This design comes from an exercise in tuning for small area, a short achievable clock period and few clock cycles on the open sky130 flow, not from production work. Function was checked by simulation only, so behaviour that the tests miss may differ from the original. No activity file was given, so power comes from the tool's default toggle rates.

## flow/design.v (module list and top-level ports; edited modules follow where they fit)
// module bkosc: 872 lines
module bkosc (
    input  wire        clk,
    input  wire        rst,
    input  wire        cmd_valid,
    output wire        cmd_ready,
    input  wire [31:0] cmd_data,
    output wire        rsp_valid,
    input  wire        rsp_ready,
    output wire [31:0] rsp_data,
    output wire        pls_valid,
    input  wire        pls_ready,
    output wire [2:0]  pls_chan,
    output wire [31:0] pls_time,
    output wire [31:0] pls_delta
);
  // ...
==> flow/flow/run.sh <==
#!/bin/bash
# Standard ORFS layout, with timing repair aimed at a setup margin below the clock
# period (the SDC and its 15 ns clock are unchanged).
set -euo pipefail
bash standard.sh SETUP_SLACK_MARGIN=${FLOW_SETUP_MARGIN:-10} finish > standard_flow.log 2>&1
==> flow/standard.sh <==
#!/bin/bash
# synth_recipe.tcl (not shown) runs the flow's synth.tcl, then flattens the netlist and writes it again
# the make line also repeats each setting of config.mk as NAME=value (left out here)
make -C /OpenROAD-flow-scripts/flow DESIGN_CONFIG=/design/flow/config.mk WORK_HOME=/design/flow/orfs CLKGATE_MAP_FILE= SYNTH_SCRIPT=/design/flow/synth_recipe.tcl "${@:-finish}"
==> flow/config.mk <==
export PLATFORM = sky130hd
export DESIGN_NAME = bkosc
export DESIGN_NICKNAME = bkosc
export VERILOG_FILES = /design/flow/design.v
export SDC_FILE = /design/flow/constraint.sdc
export NUM_CORES = 4
export LEC_CHECK = 0
export ABC_CLOCK_PERIOD_IN_PS = 4000
export CAP_MARGIN = 20
export CORE_MARGIN = 2
export CORE_UTILIZATION = 40
export PLACE_DENSITY = 0.6
export SLEW_MARGIN = 20
==> flow/constraint.sdc <==
create_clock -name core_clock -period 15.0 [get_ports {clk}]
set_input_delay 3.0000 -clock core_clock [delete_from_list [all_inputs] [get_ports {clk}]]
set_output_delay 3.0000 -clock core_clock [all_outputs]
set_load 0.01 [all_outputs]
==> summary.txt, run 1 <==
Outcome
  – Status: complete, no violations

Timing
  – Final hold slack: 0.415 ns
  – Max frequency: 174 MHz
  – Max-slew headroom: 17.3%
  – Fin. Hold Viols: 0

Setup path
  – Worst setup EP type: register
  – Critical Path Source: g_k[2]
  – Reg2Reg Depth: 25
  – Worst endpoint required time: 15.42 ns

Flow run
  – # Max-Cap Violations: 0

Routing
  – DR WL met2: 72600 um
  – DR pass1 iterations: 6
  – Remaining DRCs: 0
  – Met3 WL post-DR: 11500 um
  – DR vias/cell: 5.71

Pwr
  – Sequential cell fraction of total power: 30.4%
  – Power Total: 7.85 mW
  – Int Power: 5.00 mW

Min path
  – Tightest Hold Check Type: reg -> reg
  – Worst hold path depth: 0

Synth
  – Post-Syn Area per Cell: 10.5 um^2
  – Top-count cell post-synth: edfxtp_1

Cells and area
  – FF/Latch Area: 0.0200 mm^2
  – Fillcell total: 10800
  – Design area: 0.0592 mm^2
  – Fraction of area in registers: 33.8%
  – Multi-input combinational area share: 47.6%

Global routing
  – Initial antenna violation count: 3
  – GRT Util Overall: 25.2%
  – Met2 Track Usage GR: 40.5%
  – GRT overflow: 0
  – Largest net degree at the start of global routing: 85

Place
  – DP Wirelength: 103000 um

Floorplanning
  – Total die area: 0.123 mm^2

Clocking
  – CTS H-Tree Depth: 3
Testbench counts, summed over its fixed seeds: cycles 48,118.
==> run 2, diff against run 1 <==
--- a/flow/design.v
+++ b/flow/design.v
@@ -21,16 +21,17 @@
     localparam [2:0] C_ATTR = 3'd6, C_VALUE = 3'd5, C_STATE = 3'd4, C_NCH = 3'd3;
     reg        attached;
     reg [3:0]  nch;
     reg [2:0]  waveform;
     reg [3:0]  duty;
     reg [30:0] period;
     reg [14:0] volume [0:7];
     reg signed [15:0] last [0:7];
+    reg [7:0]  lz;          
     reg [32:0] g_t;         
     reg [4:0]  g_p;         
     reg [14:0] g_l;         
     reg        sl_full;
     reg [1:0]  sl_cnt;
     reg [3:0]  sl_op;
     reg [7:0]  sl_key;
     reg        sl_rsv;
@@ -606,17 +607,18 @@
     wire mm_n362 = (mm_n310 & mm_n311) | (mm_n310 & (mm_a[14] & mm_b[12])) | (mm_n311 & (mm_a[14] & mm_b[12]));
     wire mm_n363 = mm_n312 ^ (mm_a[13] & mm_b[14]) ^ (mm_a[14] & mm_b[13]);
     wire mm_n364 = (mm_n312 & (mm_a[13] & mm_b[14])) | (mm_n312 & (mm_a[14] & mm_b[13])) | ((mm_a[13] & mm_b[14]) & (mm_a[14] & mm_b[13]));
     wire [29:0] mm_x = {1'b0, mm_n364, mm_n362, mm_n360, mm_n358, mm_n356, mm_n354, mm_n352, mm_n350, mm_n348, mm_n346, mm_n344, mm_n342, mm_n340, mm_n338, mm_n336, mm_n334, mm_n332, mm_n330, mm_n328, mm_n326, mm_n324, mm_n322, mm_n320, mm_n318, mm_n316, mm_n314, mm_n313, (mm_a[0] & mm_b[1]), (mm_a[0] & mm_b[0])};
     wire [29:0] mm_y = {1'b0, (mm_a[14] & mm_b[14]), mm_n363, mm_n361, mm_n359, mm_n357, mm_n355, mm_n353, mm_n351, mm_n349, mm_n347, mm_n345, mm_n343, mm_n341, mm_n339, mm_n337, mm_n335, mm_n333, mm_n331, mm_n329, mm_n327, mm_n325, mm_n323, mm_n321, mm_n319, mm_n317, mm_n315, (mm_a[2] & mm_b[0]), (mm_a[1] & mm_b[0]), 1'b0};
     wire [15:0] prod_lo = {1'b0, mm_x[14:0]} + {1'b0, mm_y[14:0]};
     wire [14:0] m_hi    = m_xh + m_yh + {14'd0, m_c15};
     wire [15:0] m_level = m_s ? (~{1'b0, m_hi} + {15'd0, ~m_lonz}) : {1'b0, m_hi};
-    wire [16:0] m_delta = {m_level[15], m_level} - {last[m_ch][15], last[m_ch]};
+    wire [15:0] m_last  = lz[m_ch] ? 16'd0 : last[m_ch];
+    wire [16:0] m_delta = {m_level[15], m_level} - {m_last[15], m_last};
     reg [31:0] get_val;
     always @(*) begin
         case (r_key)
             5'h01: get_val = {29'd0, waveform};
             5'h02: get_val = {28'd0, duty};
             5'h03: get_val = {1'b0, period};
             5'h04: get_val = {27'd0, g_p};
             5'h05: get_val = {26'd0, pc};
@@ -659,33 +661,33 @@
     integer i;
     always @(posedge clk) begin
         if (rst) begin
             sl_full  <= 1'b0;
             sl_cnt   <= 2'd0;
             r_st     <= R_IDLE;
             run_rsp  <= 1'b0;
             g_tail   <= 1'b0;
+            lz       <= 8'hff;
             g_ch     <= 3'd0;
             m_v      <= 1'b0;
             o_v      <= 1'b0;
             r_v      <= 1'b0;
             r_two    <= 1'b0;
             q_v      <= 1'b0;
             attached <= 1'b0;
             nch      <= 4'd0;
             waveform <= WF_SQUARE;
             duty     <= 4'd4;
             period   <= 31'h100000;
             g_t      <= 33'd0;
             g_p      <= 5'd0;
             g_l      <= 15'h0001;
             for (i = 0; i < 8; i = i + 1) begin
                 volume[i] <= 15'd0;
-                last[i]   <= 16'sd0;
             end
         end else begin
             if (exec) sl_full <= 1'b0;
             if (cmd_valid && (~sl_full | exec)) begin
                 case (sl_cnt)
                     2'd0: begin
                         sl_op  <= cmd_data[31:28];
                         sl_key <= cmd_data[27:20];
@@ -739,32 +741,45 @@
                 q_zero <= e_zero;
                 q_key  <= {key[4], key[3:0]};
             end
             if (!stall) begin
                 o_v  <= m_v && (m_delta != 17'd0);
                 o_ch <= m_ch;
                 o_t  <= m_t;
                 o_d  <= m_delta;
-                if (m_v) last[m_ch] <= m_level;
+                if (m_v) begin
+                    last[m_ch] <= m_level;
+                    lz[m_ch]   <= 1'b0;
+                end
                 m_v    <= gen_step && !g_tail;
                 m_ch   <= g_ch;
                 m_t    <= g_t[31:0];
                 m_s    <= g_as;
                 m_xh   <= mm_x[29:15];
                 m_yh   <= mm_y[29:15];
                 m_c15  <= prod_lo[15];
                 m_lonz <= (prod_lo[14:0] != 15'd0);
             end
             if (r_st != R_GEN) begin
                 g_k  <= k_n;
                 g_as <= as_n;
                 g_am <= am_n;
             end
             if (r_st != R_GEN) vol_cur <= volume[0];
+            if (r_st == R_IDLE) begin
+                is_end <= (op == OP_END);
+                end_r  <= endv;
+                t0     <= g_t;
+                p0     <= g_p;
+                l0     <= g_l;
+                k0     <= g_k;
+                as0    <= g_as;
+                am0    <= g_am;
+            end
             if (gen_step && !ex_n && !fin_eff) vol_cur <= volume[g_ch + 3'd1];
             if (gen_step) begin
                 if (ex_n) begin
                     g_t  <= t_n[32:0];
                     g_p  <= p_n;
                     g_l  <= l_n;
                     g_k  <= g_tail ? 4'd1 : k_n;
                     g_as <= as_n;
@@ -819,54 +834,46 @@
                         end
                     end
                     OP_RUN, OP_END: begin
                         if (attached && time_ok) begin
                             if (has_steps) begin
                                 run_rsp <= 1'b1;
                                 if (!(ex_n == 1'b0 && nch == 4'd1 && g_k == 4'd1))
                                     r_st <= R_GEN;
-                                is_end  <= (op == OP_END);
-                                end_r   <= endv;
                                 if (!(ex_n == 1'b0 && nch != 4'd1))
                                     g_final <= (nch == 4'd1);
-                                t0      <= g_t;
-                                p0      <= g_p;
-                                l0      <= g_l;
-                                k0      <= g_k;
-                                as0     <= g_as;
-                                am0     <= g_am;
                             end else if (op == OP_END)
                                 g_t[32:20] <= t_adj;
                         end
                     end
                     OP_RESET: begin
                         g_t <= 33'd0;
                         g_p <= 5'd0;
                         g_l <= 15'h0001;
-                        for (i = 0; i < 8; i = i + 1) last[i] <= 16'sd0;
+                        lz <= 8'hff;
                     end
                     OP_ATTACH: begin
                         if (!attached && val >= 1 && val <= 8) begin
                             attached <= 1'b1;
                             nch      <= val[3:0];
                             g_t <= 33'd0;
                             g_p <= 5'd0;
                             g_l <= 15'h0001;
-                            for (i = 0; i < 8; i = i + 1) last[i] <= 16'sd0;
+                            lz <= 8'hff;
                         end
                     end
                     OP_DETACH: begin
                         if (attached) begin
                             attached <= 1'b0;
                             nch      <= 4'd0;
                             g_t <= 33'd0;
                             g_p <= 5'd0;
                             g_l <= 15'h0001;
-                            for (i = 0; i < 8; i = i + 1) last[i] <= 16'sd0;
+                            lz <= 8'hff;
                         end
                     end
                     default: ;
                 endcase
             end
         end
     end
 endmodule
==> summary.txt, run 2 <==
Setup path
  – Crit path largest cell delay: 0.53 ns (was 0.55 ns)
  – CP arrival: 6.41 ns (was 6.17 ns)
  – Worst-path maximum fanout: 5 (was 6)
  – CP delay by family, top: adder cells (unchanged)
  – Cell Chain, Critical Path: buf_12 -> buf_12 -> nand2_2 -> fa_1 -> inv_1 -> fa_1 -> inv_2 -> fa_2 -> inv_2 -> fa_1 -> ha_1 -> nand2_1 -> or3_4 -> a2111oi_4 -> o31ai_4 -> buf_4 -> a21oi_4 -> nor2_4 -> buf_12 -> buf_8 -> nand2_8 -> nor2_4 -> buf_12 -> a2111o_1
  – Worst setup EP type: register (unchanged)
  – Worst endpoint required time: 15.40 ns (was 15.42 ns)
  – Kind of critical path: reg -> reg (unchanged)
  – CP startpoint kind: register (unchanged)
  – CP max-delay cell: fa_2 (was fa_1)
  – Crit path buf inv count: 9 (unchanged)
  – Most common cell on crit path: buf_12

Clocking
  – Maximum root-to-sink buffer count: 3 (unchanged)
  – Skew-Pair Late Insertion Delay: 0.68 ns (was 0.70 ns)
  – CTS tree: done (unchanged)
  – Total CTS buffers: 81 (was 83)
  – CTS H-Tree Depth: 3 (unchanged)
  – Reg clk slew, reported paths: 0.06 ns (about the same)
  – Clock sinks: 729 (was 721)
  – Clock Tree Root: clkbuf_16 (unchanged)

Timing
  – Final hold slack: 0.413 ns (was 0.415 ns)
  – Setup violators final: 0 (unchanged)
  – Max frequency: 166 MHz (was 174 MHz)
  – Final period util: 40.1% (was 38.3%)
  – Fin. max-slew vios: 0 (unchanged)
  – Final min period: 6.01 ns (was 5.75 ns)
  – Max-slew headroom: 22.1% (was 17.3%)
  – Fin. Hold Viols: 0 (unchanged)
  – Actual slew at the worst max-slew pin: 1.16 ns (was 1.23 ns)
  – Worst-case clock skew: 0.0373 ns (was 0.0437 ns)
  – Total Negative Setup Slacks: 0 ns (unchanged)
  – RSZ-0062 raised after global routing: yes (unchanged)

Synth
  – Top-count cell post-synth: edfxtp_1 (unchanged)
  – Top-area cell type share of the netlist area: 37.7% (was 34.6%)
  – Post-Syn Area: 0.0481 mm^2 (was 0.0482 mm^2)
  – Cell accounting for the most synthesized area: edfxtp_1 (unchanged)
  – Flop and latch count out of synthesis: 729 (was 721)
  – Mapped Cells: 4401 (was 4616)
  – Synth cell types: 94 (was 100)
  – Most instantiated cells after synthesis: 604 x edfxtp_1, 448 x inv_1, 362 x nand2_1 (was 556 x edfxtp_1, 471 x inv_1, 468 x nor2_1)
  – Synthesis Warnings: 1 (unchanged)
  – Post-Syn Area per Cell: 10.9 um^2 (was 10.5 um^2)
  – Top_reg_cell synth: edfxtp_1 (unchanged)
  – Post-synthesis net count: 4944 (was 5156)
  – EDFF count, synth: 604 (was 556)
  – Synth top area cells: edfxtp_1 38%, fa_1 12%, ha_1 5.4% (was edfxtp_1 35%, fa_1 12%, dfxtp_1 6.8%)
  – Register area share after synthesis: 42.9% (was 41.5%)
  – Post-synth ARST share: 0% (unchanged)

Cells and area
  – Area Growth Syn to Fin: 22.1% (was 22.7%)
  – N_diodes: 0 (unchanged)
  – Top reg by flops: last (unchanged)
  – Nets: 5205 (was 5414)
  – Commonest non-fill, non-tap cell in the layout: edfxtp_1 (unchanged)
  – Fin util: 49.1% (was 49.4%)
  – Most frequent cells in the layout: 604 x edfxtp_1, 437 x inv_1, 328 x nand2_1 (was 556 x edfxtp_1, 446 x inv_1, 427 x nor2_1)
  – Largest registers: last (128), volume (120) (unchanged)
  – Layout cell share with drive strength beyond 1: 19.6% (was 19.4%)
  – Max FFs per register: 128 (unchanged)
  – Design area: 0.0587 mm^2 (was 0.0592 mm^2)

Floorplanning
  – Die Y-Extent: 351 um (about the same)
  – IO Pins: 139 (unchanged)
  – Total die area: 0.123 mm^2 (about the same)
  – Initial Util: 40.2% (was 40.3%)
  – Core Box Area: 0.119 mm^2 (was 0.120 mm^2)
  – Num rows: 127 (unchanged)
  – Chip width: 351 um (about the same)

Global routing
  – GRT overflow: 0 (unchanged)
  – Vias in the first global route: 36700 (was 37700)
  – First-pass GRT wire length: 227000 um (was 235000 um)
  – Largest net degree at the start of global routing: 68 (was 85)
  – Initial antenna violation count: 1 (was 3)
  – GRT Util Overall: 24.4% (was 25.2%)

Place
  – DP Area: 0.0515 mm^2 (was 0.0518 mm^2)
  – Gpl congestion: 0.934 (was 0.911)
  – DP Wirelength: 98900 um (was 103000 um)
  – Port bufs: 138 (unchanged)

Pwr
  – Combinational power share: 41.3% (was 42.9%)
  – Psw: 2.57 mW (was 2.85 mW)
  – PwrDens: 135 mW/mm^2 (was 133 mW/mm^2)
  – VDD IR max: 0.000217 V (was 0.000150 V)
  – Clk pwr share: 26.0% (was 26.7%)
  – Sw frac: 32.4% (was 36.3%)
  – Leakage: 22.7 nW (was 23.0 nW)
  – Sequential cell fraction of total power: 32.7% (was 30.4%)
  – Int Power: 5.37 mW (was 5.00 mW)
  – Power Total: 7.94 mW (was 7.85 mW)

Routing
  – Remaining DRCs: 0 (unchanged)
  – Routed Antenna Nets: 0 (unchanged)
  – Drt wl/cell: 23.7 um (was 23.8 um)
  – Routed WL: 150000 um (was 156000 um)
  – DRT iter0 DRCs: 3515 (was 3445)
  – DR vias/cell: 5.73 (was 5.71)
  – DR pass1 iterations: 8 (was 6)
  – Via count: 36300 (was 37400)

Outcome
  – Status: complete, no violations (unchanged)

Min path
  – Tightest Hold Check Type: reg -> reg (unchanged)

Flow run
  – # Max-Cap Violations: 0 (unchanged)
run 2: repair_timing:
item / 4_1_cts / 5_1_grt
hold buffers: 0 / 0
endpoints found under the hold margin: 0 / 0
resized for setup: 311 / 164
pin swaps: 103 / 71
setup endpoints to repair: 266 / 309
cloned: 25 / 1
setup buffers: 162 / 26
run 2: logic make-up after synthesis:
| group | after synthesis | share of synthesized area, % |
|---|---|---|
| AND/OR/NAND/NOR | 1301 | 13.1 |
| flip-flops | 729 | 42.9 |
| XOR/XNOR | 111 | 2.02 |
| adder cells (fa/ha/maj) | 506 | 17.8 |
| multiplexers | 197 | 6.66 |
| AO/OA/AOI/OAI | 858 | 11.7 |
| buffers and inverters | 699 | 5.71 |
run 2: power groups by stage:
stage	clock network [mW]	registers [mW]	logic, mW
after floorplan	0	2.64	1.57
after global placement	0	2.65	2.13
after detailed placement	0	2.65	2.16
after CTS	2.10	2.60	2.99
after global routing	2.17	2.61	3.59
final	2.07	2.60	3.28
run 2: area by class of cell:
class	instances	area, um^2
flip-flops and latches	729	20700
clock inverters	42	500
fillers	10600	60800
multi-input cells	2979	27000
inverters	451	1700
well taps	1612	2020
clock buffers	103	2220
repair buffers	420	4600
run 2: per-layer routing:
metal / vias to the layer above / wire length [um] / track usage, %
met3: 345 / 11400 / 4.25
met4: 0 / 6440 / 10.2
met5: - / 0 / 0
met1: 18300 / 62000 / 32.2
li1: 16100 / - / -
met2: 1509 / 70200 / 39.5
run 2: path summary, 6_finish.rpt:
| kind | startpoint | end | slack [ns] | cells after the start |
|---|---|---|---|---|
| worst min register to register | m_t[4] | o_t[4] | 0.41 | 0 |
| worst max-delay path | g_k[1] | g_k[1] | 8.99 | 24 |
| worst max register to register | g_k[1] | g_k[1] | 8.99 | 24 |
| worst min-delay path | m_t[4] | o_t[4] | 0.41 | 0 |
run 2: metrics by stage:
step | std cells | setup WS, ns
finish | 6336 | 8.99
global route | 6336 | 8.83
CTS | 6309 | 9.15
detailed placement | 5977 | 8.06
global placement | 5977 | 8.16
floorplan | 4401 | 8.35
Testbench counts of run 2, summed over its fixed seeds: cycles 48,118.
==> run 3, diff against run 2 <==
--- a/flow/config.mk
+++ b/flow/config.mk
@@ -8,6 +8,6 @@
 export ABC_CLOCK_PERIOD_IN_PS = 4000
-export CAP_MARGIN = 20
+export CAP_MARGIN = 0
 export CORE_MARGIN = 2
-export CORE_UTILIZATION = 40
-export PLACE_DENSITY = 0.6
-export SLEW_MARGIN = 20
+export CORE_UTILIZATION = 50
+export PLACE_DENSITY = 0.65
+export SLEW_MARGIN = 0
==> summary.txt, run 3 <==
Outcome
  – Status: complete, no violations (unchanged)

Timing
  – Max frequency: 168 MHz (was 166 MHz)
  – Final hold slack: 0.418 ns (was 0.413 ns)
  – Worst-case clock skew: 0.0433 ns (was 0.0373 ns)
  – Setup violators final: 0 (unchanged)
  – Fin. max-slew vios: 0 (unchanged)
  – Final min period: 5.94 ns (was 6.01 ns)
  – Final period util: 39.6% (was 40.1%)
  – Setup ws final: 9.06 ns (was 8.99 ns)
  – Actual slew at the worst max-slew pin: 1.23 ns (was 1.16 ns)
  – Max-slew headroom: 17.4% (was 22.1%)
  – Total Negative Setup Slacks: 0 ns (unchanged)
  – Fin. Hold Viols: 0 (unchanged)
  – RSZ-0062 raised after global routing: yes (unchanged)

Cells and area
  – Area Growth Syn to Fin: 21.8% (was 22.1%)
  – Most frequent cells in the layout: 604 x edfxtp_1, 433 x inv_1, 324 x nand2_1 (was 604 x edfxtp_1, 437 x inv_1, 328 x nand2_1)
  – Commonest non-fill, non-tap cell in the layout: edfxtp_1 (unchanged)
  – Largest registers: last (128), volume (120) (unchanged)
  – Design area: 0.0585 mm^2 (was 0.0587 mm^2)
  – Max FFs per register: 128 (unchanged)
  – Layout cell share with drive strength beyond 1: 20.3% (was 19.6%)
  – Nets: 5251 (was 5205)
  – Top reg by flops: last (unchanged)
  – N_diodes: 0 (unchanged)

Global routing
  – GRT overflow: 0 (unchanged)
  – First-pass GRT wire length: 223000 um (was 227000 um)
  – Initial antenna violation count: 1 (unchanged)
  – GRT Util Overall: 29.9% (was 24.4%)
  – Vias in the first global route: 36500 (was 36700)
  – Largest net degree at the start of global routing: 84 (was 68)

Setup path
  – Crit path largest cell delay: 0.53 ns (about the same)
  – Kind of critical path: reg -> reg (unchanged)
  – Worst-path maximum fanout: 8 (was 5)
  – Most common cell on crit path: fa_1 (was buf_12)
  – CP max-delay cell: fa_2 (unchanged)
  – Worst endpoint required time: 15.58 ns (was 15.40 ns)
  – CP startpoint kind: register (unchanged)
  – Worst setup EP type: register (unchanged)
  – Cell Chain, Critical Path: buf_12 -> nand2_2 -> fa_1 -> inv_1 -> fa_1 -> inv_1 -> fa_2 -> inv_2 -> fa_1 -> ha_1 -> nand2_1 -> or3_4 -> a2111oi_4 -> o31ai_4 -> buf_4 -> a21oi_4 -> or2_4 -> or3_4 -> buf_6 -> nor2_1 -> or4_1 -> a21oi_1 (was buf_12 -> buf_12 -> nand2_2 -> fa_1 -> inv_1 -> fa_1 -> inv_2 -> fa_2 -> inv_2 -> fa_1 -> ha_1 -> nand2_1 -> or3_4 -> a2111oi_4 -> o31ai_4 -> buf_4 -> a21oi_4 -> nor2_4 -> buf_12 -> buf_8 -> nand2_8 -> nor2_4 -> buf_12 -> a2111o_1)
  – CP arrival: 6.52 ns (was 6.41 ns)

Routing
  – Routed Antenna Nets: 0 (unchanged)
  – DRT iter0 DRCs: 3726 (was 3515)
  – Remaining DRCs: 0 (unchanged)
  – Routed WL: 148000 um (was 150000 um)
  – DR pass1 iterations: 8 (unchanged)
  – Drt wl/cell: 24.5 um (was 23.7 um)
  – DR vias/cell: 6.07 (was 5.73)
  – Via count: 36600 (was 36300)

Place
  – Dpl ws: 8.02 ns (was 8.06 ns)
  – DP Wirelength: 96400 um (was 98900 um)
  – Port bufs: 138 (unchanged)
  – DP Area: 0.0510 mm^2 (was 0.0515 mm^2)
  – Gpl congestion: 0.909 (was 0.934)

Pwr
  – Leakage: 22.9 nW (was 22.7 nW)
  – PwrDens: 140 mW/mm^2 (was 135 mW/mm^2)
  – VDD IR max: 0.000229 V (was 0.000217 V)
  – Power Total: 8.21 mW (was 7.94 mW)

Clocking
  – Clock Tree Root: clkbuf_16 (unchanged)
  – CTS tree: done (unchanged)
  – Clock sinks: 729 (unchanged)
  – Total CTS buffers: 80 (was 81)
  – Skew-Pair Late Insertion Delay: 0.69 ns (was 0.68 ns)
  – Maximum root-to-sink buffer count: 3 (unchanged)
  – CTS H-Tree Depth: 3 (unchanged)
  – Post-CTS Hold Buffers: 0 (unchanged)
  – Reg clk slew, reported paths: 0.06 ns (about the same)

Floorplanning
  – Initial Util: 50.5% (was 40.2%)
  – IO Pins: 139 (unchanged)
  – Total die area: 0.0986 mm^2 (was 0.123 mm^2)
  – Core Box Area: 0.0952 mm^2 (was 0.119 mm^2)
  – Num rows: 113 (was 127)
  – Die Y-Extent: 314 um (was 351 um)
  – Chip width: 314 um (was 351 um)

Synth
  – Mapped Cells: 4401 (unchanged)
  – Synth cell types: 94 (unchanged)
  – EDFF count, synth: 604 (unchanged)
  – Post-Syn Area per Cell: 10.9 um^2 (unchanged)
  – Post-synth ARST share: 0% (unchanged)
  – Most instantiated cells after synthesis: 604 x edfxtp_1, 448 x inv_1, 362 x nand2_1 (unchanged)
  – Cell accounting for the most synthesized area: edfxtp_1 (unchanged)
  – Post-Syn Area: 0.0481 mm^2 (unchanged)
  – Flop and latch count out of synthesis: 729 (unchanged)
  – Compound-cell area share of the yosys netlist: 11.7% (unchanged)
  – Largest family of logic cells by synthesized area: adder cells (unchanged)
  – Synthesis Warnings: 1 (unchanged)
  – Synth top area cells: edfxtp_1 38%, fa_1 12%, ha_1 5.4% (unchanged)
  – Simple-gate share of the synthesized area: 13.1% (unchanged)
  – Top-area cell type share of the netlist area: 37.7% (unchanged)
  – Xor and xnor area share after synthesis: 2.02% (unchanged)
  – Synth Area in Adders: 17.8% (unchanged)
  – Top_reg_cell synth: edfxtp_1 (unchanged)
  – Top-count cell post-synth: edfxtp_1 (unchanged)
  – Post-synthesis mux area share: 6.66% (unchanged)
  – Post-synthesis net count: 4944 (unchanged)
  – Register area share after synthesis: 42.9% (unchanged)

Min path
  – Tightest Hold Check Type: reg -> reg (unchanged)

Flow run
  – # Max-Cap Violations: 0 (unchanged)
## run 3: cell counts after synthesis
Identical to the previous run, type by type.
## run 3: routing by layer
metal / track usage, % / share of wire [%] / up-vias
met2: 47.2 / 46 / 1802
met4: 15.4 / 5.6 / 2
met5: 0 / 0.0081 / -
met3: 5.38 / 8.5 / 399
li1: - / - / 16200
met1: 39.7 / 40 / 18200
## run 3: report_power, final
group          internal [mW]  leakage [nW]  switching [mW]
Clock                   1.12          1.24           0.860
Sequential              2.54          6.79          0.0562
Combinational           1.83          14.9            1.79
## run 3: stage by stage
step | util (%) | instances
floorplan | - | 4401
global placement | 53.6 | 5622
detailed placement | 53.6 | 5622
CTS | 60.4 | 5993
global route | 61.5 | 6033
finish | 61.5 | 6033
## run 3: layout make-up
cell class | count | area [um^2]
clock buffer | 105 | 2160
clock inverter | 37 | 412
fill | 7476 | 36600
inverter | 451 | 1700
multi-input combinational | 2976 | 27000
sequential | 729 | 20700
tap | 1265 | 1580
timing repair buffer | 470 | 5060
## run 3: final timing paths
kind / from / endpoint / slack [ns] / depth (start not counted)
max: g_k[1] / g_p[2] / 9.06 / 22
min: m_t[7] / o_t[7] / 0.42 / 0
max reg2reg: g_k[1] / g_p[2] / 9.06 / 22
min reg2reg: m_t[7] / o_t[7] / 0.42 / 0
## run 3: what timing repair did
item	in CTS	in global routing
cloned	22	1
endpoints found under the setup margin	387	376
gates resized for setup	348	161
buffers inserted	207	39
pin swaps	133	58
## run 3: cells by family after synthesis
group,Yosys count
multiplexers,197
XOR/XNOR,111
buffers and inverters,699
flip-flops,729
AO/OA/AOI/OAI,858
adder cells (fa/ha/maj),506
AND/OR/NAND/NOR,1301
## run 3: critical path: cells and delay by family (launching register included)
family	cells	cell delay (ns)
flip-flops	1	0.48
buffers and inverters	6	0.66
adder cells (fa/ha/maj)	5	2.26
AO/OA/AOI/OAI	4	0.92
AND/OR/NAND/NOR	7	1.52
==> run 4, diff against run 3 <==
==> flow/flow/run.sh (replaced) <==
#!/bin/bash
# Standard ORFS layout, with timing repair aimed at a setup margin below the clock
# period (the SDC and its 15 ns clock are unchanged).
set -euo pipefail
bash standard.sh SETUP_SLACK_MARGIN=${FLOW_SETUP_MARGIN:-8} finish > standard_flow.log 2>&1
==> summary.txt, run 4 <==
Outcome
  – Status: complete, no violations (unchanged)

Cells and area
  – N_diodes: 0 (unchanged)
  – Most frequent cells in the layout: 604 x edfxtp_1, 448 x inv_1, 361 x nand2_1 (was 604 x edfxtp_1, 433 x inv_1, 324 x nand2_1)
  – Nets: 4981 (was 5251)
  – FF/Latch Area: 0.0206 mm^2 (was 0.0207 mm^2)
  – Commonest non-fill, non-tap cell in the layout: edfxtp_1 (unchanged)
  – Area Growth Syn to Fin: 11.1% (was 21.8%)
  – Fillcell total: 8092 (was 7476)
  – Layout cell share with drive strength beyond 1: 9.01% (was 20.3%)
  – Top reg by flops: last (unchanged)
  – Largest registers: last (128), volume (120) (unchanged)
  – Multi-input gate area: 0.0249 mm^2 (was 0.0270 mm^2)
  – Fin util: 56.1% (was 61.5%)
  – Max FFs per register: 128 (unchanged)

Floorplanning
  – Initial Util: 50.5% (unchanged)
  – IO Pins: 139 (unchanged)
  – Num rows: 113 (unchanged)
  – Core Box Area: 0.0952 mm^2 (unchanged)
  – Die Y-Extent: 314 um (unchanged)
  – Chip width: 314 um (unchanged)
  – Total die area: 0.0986 mm^2 (unchanged)

Routing
  – Via count: 35000 (was 36600)
  – Routed Antenna Nets: 0 (unchanged)
  – Drt wl/cell: 23.9 um (was 24.5 um)
  – DRT iter0 DRCs: 3388 (was 3726)
  – Routed WL: 138000 um (was 148000 um)
  – Remaining DRCs: 0 (unchanged)
  – DR pass1 iterations: 6 (was 8)
  – DR vias/cell: 6.07 (about the same)

Timing
  – Total Negative Setup Slacks: 0 ns (unchanged)
  – Worst-case clock skew: 0.0452 ns (was 0.0433 ns)
  – Setup violators final: 0 (unchanged)
  – Final period util: 44.4% (was 39.6%)
  – Fin. Hold Viols: 0 (unchanged)
  – RSZ-0062 raised after global routing: no (was yes)
  – Final min period: 6.66 ns (was 5.94 ns)
  – Max-slew headroom: 15.0% (was 17.4%)
  – Actual slew at the worst max-slew pin: 1.27 ns (was 1.23 ns)
  – Fin. max-slew vios: 0 (unchanged)
  – Max frequency: 150 MHz (was 168 MHz)

Clocking
  – Postcts setup bufs: 0 (was 207)
  – CTS H-Tree Depth: 3 (unchanged)
  – Clock Tree Root: clkbuf_16 (unchanged)
  – Reg clk slew, reported paths: 0.06 ns (about the same)
  – Maximum root-to-sink buffer count: 3 (unchanged)
  – Total CTS buffers: 80 (unchanged)
  – Skew-Pair Late Insertion Delay: 0.68 ns (was 0.69 ns)
  – Clock sinks: 729 (unchanged)
  – Post-CTS Hold Buffers: 0 (unchanged)
  – CTS tree: done (unchanged)

Synth
  – Top-area cell type share of the netlist area: 37.7% (unchanged)
  – Synth cell types: 94 (unchanged)
  – Cell accounting for the most synthesized area: edfxtp_1 (unchanged)
  – EDFF count, synth: 604 (unchanged)
  – Register area share after synthesis: 42.9% (unchanged)
  – Top_reg_cell synth: edfxtp_1 (unchanged)
  – Flop and latch count out of synthesis: 729 (unchanged)
  – Most instantiated cells after synthesis: 604 x edfxtp_1, 448 x inv_1, 362 x nand2_1 (unchanged)
  – Synth top area cells: edfxtp_1 38%, fa_1 12%, ha_1 5.4% (unchanged)
  – Top-count cell post-synth: edfxtp_1 (unchanged)
  – Post-Syn Area: 0.0481 mm^2 (unchanged)
  – Synthesis Warnings: 1 (unchanged)
  – Mapped Cells: 4401 (unchanged)
  – Post-synth ARST share: 0% (unchanged)
  – Post-synthesis net count: 4944 (unchanged)
  – Post-Syn Area per Cell: 10.9 um^2 (unchanged)

Setup path
  – CP arrival: 7.17 ns (was 6.52 ns)
  – Worst endpoint required time: 15.52 ns (was 15.58 ns)
  – CP startpoint kind: register (unchanged)
  – Kind of critical path: reg -> reg (unchanged)
  – Worst setup EP type: register (unchanged)
  – Worst-path maximum fanout: 54 (was 8)

Global routing
  – Met2 Track Usage GR: 46.3% (was 47.2%)
  – Vias in the first global route: 35100 (was 36500)
  – First-pass GRT wire length: 211000 um (was 223000 um)
  – Initial antenna violation count: 2 (was 1)
  – Met1 Usage GRT: 36.6% (was 39.7%)
  – Grt met3 use: 4.47% (was 5.38%)
  – GRT overflow: 0 (unchanged)
  – Largest net degree at the start of global routing: 70 (was 84)
  – Gr busiest metal: met2 (unchanged)
  – GRT Util Overall: 28.0% (was 29.9%)

Pwr
  – Leakage: 20.9 nW (was 22.9 nW)
  – PwrDens: 127 mW/mm^2 (was 140 mW/mm^2)
  – VDD IR max: 0.000135 V (was 0.000229 V)

Place
  – Port bufs: 138 (unchanged)
  – DP Wirelength: 96900 um (was 96400 um)
  – Gpl congestion: 0.920 (was 0.909)

Flow run
  – # Max-Cap Violations: 0 (unchanged)

Min path
  – Tightest Hold Check Type: reg -> reg (unchanged)
==> run 4: cell counts after synthesis <==
Identical to the previous run, type by type.
==> run 4: repair_timing <==
action / CTS / global route
pin swaps: 1 / 1
resized for setup: 8 / 7
gates cloned: 1 / 0
endpoints found under the setup margin: 85 / 102
==> run 4: critical path, cell delays in order, from the launching register on <==
cell and delay [ns]:
edfxtp_1 0.35, buf_6 0.40, nand2_1 0.15, fa_1 0.56
inv_1 0.05, fa_1 0.47, inv_1 0.06, fa_1 0.51
fa_1 0.52, inv_1 0.04, ha_1 0.30, nand3_1 0.07
or3_1 0.38, a2111oi_2 0.37, o31ai_1 0.23, and3_1 0.27
or2_2 0.43, or3_4 0.66, o221a_2 0.38, o221ai_1 0.16
a21oi_1 0.06
==> run 4: final timing paths <==
path | depth (start not counted) | slack, ns | endpoint | start
worst min-delay path | 0 | 0.41 | o_t[15] | m_t[15]
worst max register to register | 20 | 8.34 | g_t[31] | g_k[0]
worst max-delay path | 20 | 8.34 | g_t[31] | g_k[0]
worst min register to register | 0 | 0.41 | o_t[15] | m_t[15]
==> run 4: cell type report <==
cell class	instances	area share, %
flip-flops and latches	729	38.7
inverters	451	3.17
repair buffers	202	3.50
clock inverters	53	1.01
clock buffers	97	4.03
multi-input cells	2974	46.6
well taps	1265	2.97
==> run 4: metal layers <==
metal / part of all wire, % / routed length (um)
met5: 0 / 0
met4: 4.9 / 6730
met3: 7.4 / 10100
met2: 48 / 65500
met1: 40 / 55400
==> run 4: through the flow <==
step           setup slack (ns)  area (um^2)  hold WS (ns)  power, mW  instances
3_3_place_gp               7.44        50600         0.401       4.77       5620
3_5_place_dp               7.37        50600         0.405       4.80       5620
5_1_grt                    8.10        53400         0.424       7.18       5771
4_1_cts                    8.02        53300         0.409       6.82       5771
2_1_floorplan              8.00        48100         0.400       4.19       4401
6_report                   8.34        53400         0.410       6.78       5771
==> run 4: cell families after synthesis <==
kind of cell | share of synthesized area (%)
adders and majority gates | 17.8
DFF | 42.9
and+or+nand+nor | 13.1
muxes | 6.66
xor gates and xnor gates | 2.02
buffers and inverters | 5.71
AOI/OAI and AO/OA | 11.7
==> run 4: where the power goes <==
group	internal (mW)	total (mW)	leakage, nW	switching [mW]
clock network	1.16	2.02	1.31	0.859
registers	2.55	2.61	6.79	0.0629
logic	0.860	2.15	12.8	1.29
total	4.56	6.78	20.9	2.22
==> run 5, diff against run 4 <==
==> flow/flow/run.sh (replaced) <==
#!/bin/bash
# Standard ORFS layout, with timing repair aimed at a setup margin below the clock
# period (the SDC and its 15 ns clock are unchanged).
set -euo pipefail
bash standard.sh SETUP_SLACK_MARGIN=${FLOW_SETUP_MARGIN:-9.5} finish > standard_flow.log 2>&1
==> summary.txt, run 5 <==
Synth
  – EDFF count, synth: 604 (unchanged)
  – Xor and xnor area share after synthesis: 2.02% (unchanged)
  – Most instantiated cells after synthesis: 604 x edfxtp_1, 448 x inv_1, 362 x nand2_1 (unchanged)
  – Post-synthesis net count: 4944 (unchanged)
  – Register area share after synthesis: 42.9% (unchanged)
  – Top-area cell type share of the netlist area: 37.7% (unchanged)
  – Flop and latch count out of synthesis: 729 (unchanged)
  – Post-Syn Area per Cell: 10.9 um^2 (unchanged)
  – Compound-cell area share of the yosys netlist: 11.7% (unchanged)
  – Synth top area cells: edfxtp_1 38%, fa_1 12%, ha_1 5.4% (unchanged)
  – Synthesis Warnings: 1 (unchanged)
  – Synth cell types: 94 (unchanged)
  – Post-synthesis mux area share: 6.66% (unchanged)
  – Cell accounting for the most synthesized area: edfxtp_1 (unchanged)
  – Simple-gate share of the synthesized area: 13.1% (unchanged)
  – Post-Syn Area: 0.0481 mm^2 (unchanged)
  – Synth Area in Adders: 17.8% (unchanged)
  – Post-synth ARST share: 0% (unchanged)
  – Top-count cell post-synth: edfxtp_1 (unchanged)
  – Top_reg_cell synth: edfxtp_1 (unchanged)
  – Largest family of logic cells by synthesized area: adder cells (unchanged)
  – Mapped Cells: 4401 (unchanged)

Routing
  – Routed WL: 143000 um (was 138000 um)
  – Routed Antenna Nets: 0 (unchanged)
  – Remaining DRCs: 0 (unchanged)
  – DRT iter0 DRCs: 3960 (was 3388)
  – DR pass1 iterations: 6 (unchanged)
  – DR vias/cell: 6.11 (was 6.07)
  – Via count: 36100 (was 35000)
  – Drt wl/cell: 24.2 um (was 23.9 um)

Timing
  – Setup violators final: 0 (unchanged)
  – Max-slew headroom: 16.1% (was 15.0%)
  – RSZ-0062 raised after global routing: yes (was no)
  – Fin. Hold Viols: 0 (unchanged)
  – Max frequency: 169 MHz (was 150 MHz)
  – Fin. max-slew vios: 0 (unchanged)
  – Final hold slack: 0.419 ns (was 0.410 ns)
  – Final period util: 39.4% (was 44.4%)
  – Actual slew at the worst max-slew pin: 1.25 ns (was 1.27 ns)
  – Worst-case clock skew: 0.0201 ns (was 0.0452 ns)
  – Final min period: 5.90 ns (was 6.66 ns)
  – Total Negative Setup Slacks: 0 ns (unchanged)

Pwr
  – PwrDens: 127 mW/mm^2 (about the same)
  – Power Total: 7.11 mW (was 6.78 mW)
  – VDD IR max: 0.000157 V (was 0.000135 V)
  – Leakage: 22.0 nW (was 20.9 nW)

Cells and area
  – Nets: 5127 (was 4981)
  – N_diodes: 0 (unchanged)
  – Multi-input gate area: 0.0259 mm^2 (was 0.0249 mm^2)
  – Max FFs per register: 128 (unchanged)
  – Commonest non-fill, non-tap cell in the layout: edfxtp_1 (unchanged)
  – Design area: 0.0560 mm^2 (was 0.0534 mm^2)
  – Area Growth Syn to Fin: 16.5% (was 11.1%)
  – Top reg by flops: last (unchanged)
  – Layout cell share with drive strength beyond 1: 14.5% (was 9.01%)
  – FF/Latch Area: 0.0207 mm^2 (was 0.0206 mm^2)
  – Fillcell total: 7740 (was 8092)
  – Largest registers: last (128), volume (120) (unchanged)
  – Most frequent cells in the layout: 604 x edfxtp_1, 442 x inv_1, 350 x nand2_1 (was 604 x edfxtp_1, 448 x inv_1, 361 x nand2_1)

Flow run
  – # Max-Cap Violations: 0 (unchanged)

Min path
  – Tightest Hold Check Type: reg -> reg (unchanged)
  – Worst hold path depth: 0 (unchanged)
  – Min-Delay Endpoint: o_t[16] (was o_t[15])
  – Hold wc startpoint: m_t[16] (was m_t[15])

Global routing
  – Initial antenna violation count: 3 (was 2)
  – First-pass GRT wire length: 216000 um (was 211000 um)
  – GRT Util Overall: 28.9% (was 28.0%)
  – Vias in the first global route: 35300 (was 35100)
  – GRT overflow: 0 (unchanged)
  – Largest net degree at the start of global routing: 84 (was 70)

Clocking
  – Reg clk slew, reported paths: 0.07 ns (was 0.06 ns)
  – Post-CTS Hold Buffers: 0 (unchanged)
  – Skew-Pair Late Insertion Delay: 0.67 ns (was 0.68 ns)
  – Clock sinks: 729 (unchanged)
  – Clock Tree Root: clkbuf_16 (unchanged)
  – CTS tree: done (unchanged)
  – CTS H-Tree Depth: 3 (unchanged)
  – Maximum root-to-sink buffer count: 3 (unchanged)
  – Total CTS buffers: 80 (unchanged)

Setup path
  – CP arrival: 6.31 ns (was 7.17 ns)
  – Worst setup EP type: register (unchanged)
  – Worst endpoint required time: 15.41 ns (was 15.52 ns)
  – Worst flop-to-flop path endpoint: g_k[1] (was g_t[31])
  – CP startpoint kind: register (unchanged)
  – Worst reg2reg setup slack: 9.10 ns (was 8.34 ns)
  – Kind of critical path: reg -> reg (unchanged)
  – Launching point of the worst reg2reg path: g_k[0] (unchanged)
  – Reg2Reg Depth: 22 (was 20)
  – Worst-path maximum fanout: 25 (was 54)

Floorplanning
  – Core Box Area: 0.0952 mm^2 (unchanged)
  – Num rows: 113 (unchanged)
  – Chip width: 314 um (unchanged)
  – Total die area: 0.0986 mm^2 (unchanged)
  – Die Y-Extent: 314 um (unchanged)
  – Initial Util: 50.5% (unchanged)
  – IO Pins: 139 (unchanged)

Place
  – DP Wirelength: 97200 um (was 96900 um)
  – Gpl congestion: 0.932 (was 0.920)
  – DP Area: 0.0509 mm^2 (was 0.0506 mm^2)
  – Port bufs: 138 (unchanged)

Outcome
  – Status: complete, no violations (unchanged)
==> run 5: cell counts after synthesis <==
Identical to the previous run, type by type.
==> run 5: where the power goes <==
group          internal [mW]  leakage [nW]  switching [mW]  total, mW
Clock                   1.17          1.32           0.852       2.02
Sequential              2.54          6.79          0.0579       2.60
Combinational           1.07          13.9            1.42       2.49
Total                   4.78          22.0            2.33       7.11
==> run 5: worst max path at each step <==
stage | from | end | slack [ns]
after floorplan | pls_ready | last[6][0] | 8.35
after global placement | g_k[0] | g_am[4] | 7.65
after detailed placement | g_k[0] | g_am[0] | 7.54
after CTS | g_k[2] | g_l[0] | 9.14
after global routing | g_k[0] | g_k[1] | 8.98
final | g_k[0] | g_k[1] | 9.10
==> run 5: final cells by class <==
cell class              instances  share of cell area (%)
clock inverters                49                   0.874
clock buffers                  99                    3.94
multi-input cells            2977                    46.2
flip-flops and latches        729                    36.9
well taps                    1265                    2.83
inverters                     451                    3.03
repair buffers                345                    6.19
==> run 5: critical path: stages (launching register included) <==
cell and delay (ns):
edfxtp_1 0.36, buf_4 0.13, buf_12 0.14, buf_4 0.13, nand2_1 0.09, fa_1 0.55, inv_1 0.05, fa_1 0.47
inv_1 0.05, fa_1 0.47, fa_1 0.56, inv_1 0.07, ha_4 0.28, nand4_1 0.20, a2111oi_4 0.47, o31ai_4 0.19
a21oi_4 0.23, nor2_2 0.07, buf_12 0.17, a21oi_4 0.28, o21a_4 0.21, a2111oi_4 0.05, a2111o_1 0.37
==> run 5: cell families after synthesis <==
family	Yosys count
buf+inv	699
fa+ha+maj	506
mux	197
compound gates	858
flops	729
simple gates	1301
xor+xnor	111
==> run 5: timing repair <==
item | 4_1_cts | 5_1_grt
setup buffers | 65 | 67
gates cloned | 9 | 3
gates resized for setup | 120 | 86
pin swaps | 45 | 48
endpoints found under the setup margin | 133 | 167
==> run 5: per-layer routing <==
layer	global-route usage (%)	wire (um)
met3	4.82	11900
met4	13.3	6770
met1	38.8	57400
met5	0	25
met2	46.2	67300
==> run 5: through the flow <==
step	util, %	instances	worst slack [ns]
3_3_place_gp	53.5	5622	7.65
5_1_grt	58.8	5915	8.98
2_1_floorplan	-	4401	8.35
3_5_place_dp	53.5	5622	7.54
4_1_cts	57.8	5844	9.14
6_report	58.8	5915	9.10
==> run 6, diff against run 5 <==
==> flow/flow/run.sh (replaced) <==
#!/bin/bash
# Standard ORFS layout, with timing repair aimed at a setup margin below the clock
# period (the SDC and its 15 ns clock are unchanged).
set -euo pipefail
bash standard.sh SETUP_SLACK_MARGIN=${FLOW_SETUP_MARGIN:-9} finish > standard_flow.log 2>&1
==> summary.txt, run 6 <==
Timing
  – Worst-case clock skew: 0.0325 ns (was 0.0201 ns)
  – Max-slew headroom: 22.2% (was 16.1%)
  – Final min period: 6.02 ns (was 5.90 ns)
  – Setup violators final: 0 (unchanged)
  – Fin. max-slew vios: 0 (unchanged)
  – Fin. Hold Viols: 0 (unchanged)
  – Total Negative Setup Slacks: 0 ns (unchanged)
  – Final period util: 40.1% (was 39.4%)
  – Actual slew at the worst max-slew pin: 1.17 ns (was 1.25 ns)
  – RSZ-0062 raised after global routing: yes (unchanged)
  – Max frequency: 166 MHz (was 169 MHz)

Synth
  – Top-area cell type share of the netlist area: 37.7% (unchanged)
  – Synth top area cells: edfxtp_1 38%, fa_1 12%, ha_1 5.4% (unchanged)
  – Synthesis Warnings: 1 (unchanged)
  – Synth cell types: 94 (unchanged)
  – Most instantiated cells after synthesis: 604 x edfxtp_1, 448 x inv_1, 362 x nand2_1 (unchanged)
  – Post-synth ARST share: 0% (unchanged)
  – Cell accounting for the most synthesized area: edfxtp_1 (unchanged)
  – Post-Syn Area per Cell: 10.9 um^2 (unchanged)
  – EDFF count, synth: 604 (unchanged)
  – Post-synthesis net count: 4944 (unchanged)
  – Post-Syn Area: 0.0481 mm^2 (unchanged)
  – Register area share after synthesis: 42.9% (unchanged)
  – Top-count cell post-synth: edfxtp_1 (unchanged)
  – Flop and latch count out of synthesis: 729 (unchanged)
  – Mapped Cells: 4401 (unchanged)
  – Top_reg_cell synth: edfxtp_1 (unchanged)

Place
  – Gpl congestion: 0.936 (was 0.932)
  – DP Wirelength: 96300 um (was 97200 um)
  – Port bufs: 138 (unchanged)

Floorplanning
  – Core Box Area: 0.0952 mm^2 (unchanged)
  – Chip width: 314 um (unchanged)
  – Num rows: 113 (unchanged)
  – Total die area: 0.0986 mm^2 (unchanged)
  – Die Y-Extent: 314 um (unchanged)
  – Initial Util: 50.5% (unchanged)
  – IO Pins: 139 (unchanged)

Pwr
  – VDD IR max: 0.000115 V (was 0.000157 V)
  – Sw frac: 32.6% (was 32.8%)
  – PwrDens: 126 mW/mm^2 (was 127 mW/mm^2)
  – Combinational power share: 32.6% (was 35.0%)
  – Leakage: 21.5 nW (was 22.0 nW)
  – Int Power: 4.68 mW (was 4.78 mW)
  – Sequential cell fraction of total power: 37.6% (was 36.5%)
  – Clk pwr share: 29.9% (was 28.5%)
  – Psw: 2.27 mW (was 2.33 mW)

Routing
  – DR pass1 iterations: 6 (unchanged)
  – Remaining DRCs: 0 (unchanged)
  – Routed Antenna Nets: 0 (unchanged)
  – DR vias/cell: 6.14 (was 6.11)
  – Via count: 35800 (was 36100)
  – Routed WL: 144000 um (was 143000 um)
  – Drt wl/cell: 24.7 um (was 24.2 um)
  – DRT iter0 DRCs: 3732 (was 3960)

Clocking
  – Clock sinks: 729 (unchanged)
  – Maximum root-to-sink buffer count: 3 (unchanged)
  – Total CTS buffers: 80 (unchanged)
  – CTS tree: done (unchanged)
  – Clock Tree Root: clkbuf_16 (unchanged)
  – Post-CTS Hold Buffers: 0 (unchanged)
  – CTS H-Tree Depth: 3 (unchanged)
  – Skew-Pair Late Insertion Delay: 0.67 ns (about the same)
  – Reg clk slew, reported paths: 0.06 ns (was 0.07 ns)

Global routing
  – First-pass GRT wire length: 211000 um (was 216000 um)
  – Vias in the first global route: 34800 (was 35300)
  – Initial antenna violation count: 1 (was 3)
  – Largest net degree at the start of global routing: 64 (was 84)
  – GRT overflow: 0 (unchanged)
  – GRT Util Overall: 28.2% (was 28.9%)

Cells and area
  – Layout cell share with drive strength beyond 1: 12.5% (was 14.5%)
  – Largest registers: last (128), volume (120) (unchanged)
  – Multi-input gate area: 0.0256 mm^2 (was 0.0259 mm^2)
  – N_diodes: 0 (unchanged)
  – Most frequent cells in the layout: 604 x edfxtp_1, 435 x inv_1, 349 x nand2_1 (was 604 x edfxtp_1, 442 x inv_1, 350 x nand2_1)
  – Fillcell total: 7906 (was 7740)
  – FF/Latch Area: 0.0206 mm^2 (was 0.0207 mm^2)
  – Top reg by flops: last (unchanged)
  – Nets: 5047 (was 5127)
  – Max FFs per register: 128 (unchanged)
  – Fin util: 57.8% (was 58.8%)
  – Commonest non-fill, non-tap cell in the layout: edfxtp_1 (unchanged)
  – Area Growth Syn to Fin: 14.4% (was 16.5%)

Setup path
  – Worst setup EP type: register (unchanged)
  – Worst endpoint required time: 15.53 ns (was 15.41 ns)
  – Kind of critical path: reg -> reg (unchanged)
  – CP startpoint kind: register (unchanged)
  – CP arrival: 6.54 ns (was 6.31 ns)
  – Worst-path maximum fanout: 7 (was 25)

Flow run
  – # Max-Cap Violations: 0 (unchanged)

Min path
  – Tightest Hold Check Type: reg -> reg (unchanged)

Outcome
  – Status: complete, no violations (unchanged)
## run 6: cell counts after synthesis
Identical to the previous run, type by type.
## run 6: logic make-up (layout without fill, tap and decap cells)
family	Yosys count	after routing	share of synthesized area, %
mux	197	197	6.66
xor+xnor	111	111	2.02
buf+inv	699	860	5.71
simple gates	1301	1308	13.1
fa+ha+maj	506	506	17.8
compound gates	858	859	11.7
flops	729	729	42.9
## run 6: worst max-delay path: stages (launching register included)
cell       delay, ns
edfxtp_1        0.38
buf_6           0.14
buf_12          0.13
buf_16          0.14
nand2_2         0.07
fa_1            0.54
inv_1           0.05
fa_1            0.48
inv_1           0.06
fa_2            0.57
inv_1           0.07
fa_1            0.47
ha_1            0.30
o21a_1          0.11
o211ai_1        0.11
a2111oi_4       0.38
o31ai_2         0.11
buf_4           0.17
and3_4          0.21
or2_4           0.31
or3_4           0.49
buf_8           0.20
o221a_4         0.26
o21ai_2         0.05
a21oi_1         0.07
## run 6: through the flow
step	cells	power [mW]	worst slack [ns]	cell area [um^2]	hold slack [ns]
4_1_cts	5782	6.91	9.00	53700	0.419
3_3_place_gp	5622	4.77	7.68	50600	0.402
2_1_floorplan	4401	4.19	8.33	48200	0.400
3_5_place_dp	5622	4.81	7.63	50600	0.405
5_1_grt	5835	7.34	8.85	55000	0.423
6_report	5835	6.95	8.98	55000	0.418
## run 6: area by class of cell
type                       count  area share, %
timing repair buffer         261           4.99
tap                         1265           2.88
sequential                   729           37.5
clock buffer                 104           3.99
inverter                     451           3.08
multi-input combinational   2981           46.5
clock inverter                44           1.03
## run 6: path summary, 6_finish.rpt
kind | start | to | slack, ns | depth (start not counted)
worst max-delay path | g_k[0] | g_t[30] | 8.98 | 24
worst min-delay path | m_t[6] | o_t[6] | 0.42 | 0
worst max register to register | g_k[0] | g_t[30] | 8.98 | 24
worst min register to register | m_t[6] | o_t[6] | 0.42 | 0
## run 6: power groups by stage
stage	sequential, mW	clock [mW]	combinational, mW
6_report	2.61	2.08	2.26
5_1_grt	2.62	2.18	2.54
4_1_cts	2.61	2.11	2.19
3_5_place_dp	2.65	0	2.16
3_3_place_gp	2.65	0	2.12
2_1_floorplan	2.64	0	1.56
## run 6: per-layer routing
layer	share of wire, %	track usage, %	vias up
met5	0	0	-
met2	47	45.9	1734
li1	-	-	15800
met3	8.5	4.55	414
met1	39	37.1	17900
met4	5.6	13.7	0
## run 6: timing repair
action | 4_1_cts | 5_1_grt
cloned | 7 | 16
setup endpoints to repair | 130 | 117
endpoints found under the hold margin | 0 | 0
resized for setup | 48 | 142
pin swaps | 7 | 63
setup buffers | 5 | 37
==> run 7, diff against run 6 <==
--- a/flow/config.mk
+++ b/flow/config.mk
@@ -10,4 +10,4 @@
 export CORE_MARGIN = 2
-export CORE_UTILIZATION = 50
-export PLACE_DENSITY = 0.65
+export CORE_UTILIZATION = 60
+export PLACE_DENSITY = 0.75
 export SLEW_MARGIN = 0
==> summary.txt, run 7 <==
Setup path
  – Kind of critical path: reg -> reg (unchanged)
  – Worst-path maximum fanout: 8 (was 7)
  – CP startpoint kind: register (unchanged)
  – CP arrival: 6.60 ns (was 6.54 ns)
  – Worst setup EP type: register (unchanged)
  – Worst endpoint required time: 15.55 ns (was 15.53 ns)

Place
  – Port bufs: 138 (unchanged)
  – Gpl congestion: 0.934 (was 0.936)
  – DP Wirelength: 93000 um (was 96300 um)

Cells and area
  – Fillcell total: 5700 (was 7906)
  – Largest registers: last (128), volume (120) (unchanged)
  – Area Growth Syn to Fin: 13.2% (was 14.4%)
  – Most frequent cells in the layout: 604 x edfxtp_1, 436 x inv_1, 354 x nand2_1 (was 604 x edfxtp_1, 435 x inv_1, 349 x nand2_1)
  – Top reg by flops: last (unchanged)
  – Nets: 5040 (was 5047)
  – Fin util: 68.8% (was 57.8%)
  – Layout cell share with drive strength beyond 1: 12.0% (was 12.5%)
  – Max FFs per register: 128 (unchanged)
  – Commonest non-fill, non-tap cell in the layout: edfxtp_1 (unchanged)
  – Multi-input gate area: 0.0255 mm^2 (was 0.0256 mm^2)
  – FF/Latch Area: 0.0206 mm^2 (about the same)
  – N_diodes: 0 (unchanged)

Outcome
  – Status: complete, no violations (unchanged)

Pwr
  – Leakage: 21.4 nW (was 21.5 nW)
  – Combinational power share: 33.0% (was 32.6%)
  – Sw frac: 33.1% (was 32.6%)
  – Int Power: 4.60 mW (was 4.68 mW)
  – Clk pwr share: 29.1% (was 29.9%)
  – VDD IR max: 0.000122 V (was 0.000115 V)
  – Psw: 2.28 mW (was 2.27 mW)
  – Power Total: 6.88 mW (was 6.95 mW)
  – PwrDens: 126 mW/mm^2 (about the same)
  – Sequential cell fraction of total power: 37.9% (was 37.6%)

Synth
  – Mapped Cells: 4401 (unchanged)
  – Top-count cell post-synth: edfxtp_1 (unchanged)
  – Synthesis Warnings: 1 (unchanged)
  – Register area share after synthesis: 42.9% (unchanged)
  – Synth top area cells: edfxtp_1 38%, fa_1 12%, ha_1 5.4% (unchanged)
  – Cell accounting for the most synthesized area: edfxtp_1 (unchanged)
  – Synth cell types: 94 (unchanged)
  – Post-synthesis net count: 4944 (unchanged)
  – Post-Syn Area per Cell: 10.9 um^2 (unchanged)
  – Top_reg_cell synth: edfxtp_1 (unchanged)
  – Post-synth ARST share: 0% (unchanged)
  – Post-Syn Area: 0.0481 mm^2 (unchanged)
  – Top-area cell type share of the netlist area: 37.7% (unchanged)
  – Most instantiated cells after synthesis: 604 x edfxtp_1, 448 x inv_1, 362 x nand2_1 (unchanged)
  – Flop and latch count out of synthesis: 729 (unchanged)
  – EDFF count, synth: 604 (unchanged)

Floorplanning
  – IO Pins: 139 (unchanged)
  – Chip width: 287 um (was 314 um)
  – Core Box Area: 0.0791 mm^2 (was 0.0952 mm^2)
  – Die Y-Extent: 287 um (was 314 um)
  – Num rows: 103 (was 113)
  – Initial Util: 60.7% (was 50.5%)
  – Total die area: 0.0824 mm^2 (was 0.0986 mm^2)

Routing
  – Drt wl/cell: 24.2 um (was 24.7 um)
  – DR pass1 iterations: 8 (was 6)
  – Remaining DRCs: 0 (unchanged)
  – DRT iter0 DRCs: 4333 (was 3732)
  – Routed WL: 136000 um (was 144000 um)
  – DR vias/cell: 6.41 (was 6.14)
  – Via count: 36000 (was 35800)
  – Routed Antenna Nets: 0 (unchanged)

Clocking
  – Clock Tree Root: clkbuf_16 (unchanged)
  – Clock sinks: 729 (unchanged)
  – CTS H-Tree Depth: 3 (unchanged)
  – Reg clk slew, reported paths: 0.07 ns (was 0.06 ns)
  – Post-CTS Hold Buffers: 0 (unchanged)
  – Total CTS buffers: 77 (was 80)
  – CTS tree: done (unchanged)
  – Maximum root-to-sink buffer count: 3 (unchanged)
  – Skew-Pair Late Insertion Delay: 0.66 ns (was 0.67 ns)

Global routing
  – GRT overflow: 0 (unchanged)
  – Largest net degree at the start of global routing: 65 (was 64)
  – GRT Util Overall: 32.4% (was 28.2%)
  – Vias in the first global route: 35400 (was 34800)
  – First-pass GRT wire length: 204000 um (was 211000 um)
  – Initial antenna violation count: 1 (unchanged)

Timing
  – Max frequency: 165 MHz (was 166 MHz)
  – Actual slew at the worst max-slew pin: 1.21 ns (was 1.17 ns)
  – Worst-case clock skew: 0.0389 ns (was 0.0325 ns)
  – Total Negative Setup Slacks: 0 ns (unchanged)
  – Fin. max-slew vios: 0 (unchanged)
  – Final period util: 40.3% (was 40.1%)
  – Final min period: 6.05 ns (was 6.02 ns)
  – Max-slew headroom: 19.6% (was 22.2%)
  – Fin. Hold Viols: 0 (unchanged)
  – Final hold slack: 0.418 ns (about the same)
  – Setup violators final: 0 (unchanged)
  – RSZ-0062 raised after global routing: yes (unchanged)

Min path
  – Tightest Hold Check Type: reg -> reg (unchanged)

Flow run
  – # Max-Cap Violations: 0 (unchanged)
## run 7: logic make-up (layout without fill, tap and decap cells)
group           Yosys count  in the layout  synth area share, %
fa+ha+maj               506            506                 17.8
mux                     197            197                 6.66
flops                   729            729                 42.9
compound gates          858            859                 11.7
simple gates           1301           1303                 13.1
buf+inv                 699            854                 5.71
xor+xnor                111            111                 2.02
## run 7: through the flow
step	cells	area [um^2]	setup slack, ns
finish	5609	54400	8.95
floorplan	4401	48200	8.33
detailed placement	5409	50400	7.94
CTS	5563	53400	8.98
global route	5609	54400	8.81
global placement	5409	50400	8.09
## run 7: path summary, 6_finish.rpt
check / start / slack [ns] / to / cells after the start
worst min register to register: m_t[2] / 0.42 / o_t[2] / 0
worst max-delay path: g_k[0] / 8.95 / g_t[31] / 22
worst max register to register: g_k[0] / 8.95 / g_t[31] / 22
worst min-delay path: m_t[2] / 0.42 / o_t[2] / 0
## run 7: final cells by class
class	count	share of cell area, %
flip-flops and latches	729	37.9
inverters	451	3.12
clock inverters	47	1.03
repair buffers	262	4.87
well taps	1050	2.41
multi-input cells	2976	46.8
clock buffers	94	3.83
## run 7: timing repair
item | CTS | global route
resized for setup | 52 | 110
gates cloned | 5 | 7
setup endpoints to repair | 124 | 113
pin swaps | 5 | 75
buffers inserted | 8 | 39
## run 7: worst max-delay path: stages, from the launching register on
cell,delay [ns]
edfxtp_1,0.53
buf_12,0.16
buf_16,0.13
nand2_1,0.08
fa_1,0.56
inv_1,0.05
fa_1,0.49
inv_1,0.06
fa_2,0.52
fa_1,0.56
inv_1,0.06
ha_1,0.30
nand2_1,0.08
a2111o_1,0.43
a31oi_4,0.20
o31ai_4,0.12
and3_4,0.23
or2_4,0.32
or3_4,0.41
buf_12,0.16
o221a_4,0.27
o221ai_4,0.14
a21oi_2,0.04
## run 7: per-layer routing
layer	wire, um	track usage, %	vias up	part of all wire, %
met3	13600	5.89	415	10
met4	7360	15.5	2	5.4
li1	-	-	15800	-
met1	51900	43.1	17600	38
met2	63100	51.8	2166	46
met5	11	0	-	0.0081
## run 7: power groups by stage
stage | logic [mW] | registers, mW | clock network, mW
2_1_floorplan | 1.56 | 2.64 | 0
3_3_place_gp | 2.12 | 2.65 | 0
3_5_place_dp | 2.18 | 2.65 | 0
4_1_cts | 2.23 | 2.61 | 2.02
5_1_grt | 2.51 | 2.62 | 2.10
6_report | 2.27 | 2.61 | 2.00

what the ideal ports hide:
The flow's constraints put no driver on any port. The routed layouts listed below were extracted and timed again, unchanged, in two steps.
Step 1: set_driving_cell puts a clkbuf_16 on clk and a buf_2 on each other input, an assumption about the parent block.
Step 2 adds t to the input delays and takes it off the output delays; t is the mean of the earliest and latest rising clock arrival at the registers after step 1. Input paths then give back, and output paths get back, about the clock's delay inside the block.
Slacks: no drivers / after step 1 / after step 2; pairs: no drivers / after step 1.
run	t (ns)	setup WS [ns]	hold slack, ns	slew at the worst register clock pin (ns)	cell pins on the clock port's net
run 1	0.757	9.250 / 9.250 / 9.247	0.415 / 0.415 / 0.415	0.06 / 0.06	1
run 2	0.733	8.990 / 8.990 / 8.615	0.413 / 0.413 / 0.413	0.07 / 0.07	1
run 3	0.739	9.064 / 9.064 / 8.452	0.418 / 0.418 / 0.418	0.07 / 0.07	1
run 4	0.725	8.343 / 8.343 / 8.083	0.410 / 0.410 / 0.410	0.07 / 0.07	1
run 5	0.728	9.097 / 9.097 / 8.546	0.419 / 0.419 / 0.419	0.07 / 0.07	1
run 6	0.729	8.984 / 8.984 / 8.574	0.418 / 0.418 / 0.418	0.07 / 0.07	1
run 7	0.712	8.953 / 8.953 / 8.404	0.418 / 0.418 / 0.418	0.07 / 0.07	1
After both steps setup and hold are still met in every run listed. The setup slack of run 3, which loses most, moves by 0.000 ns with the drivers and by -0.612 ns with both steps.
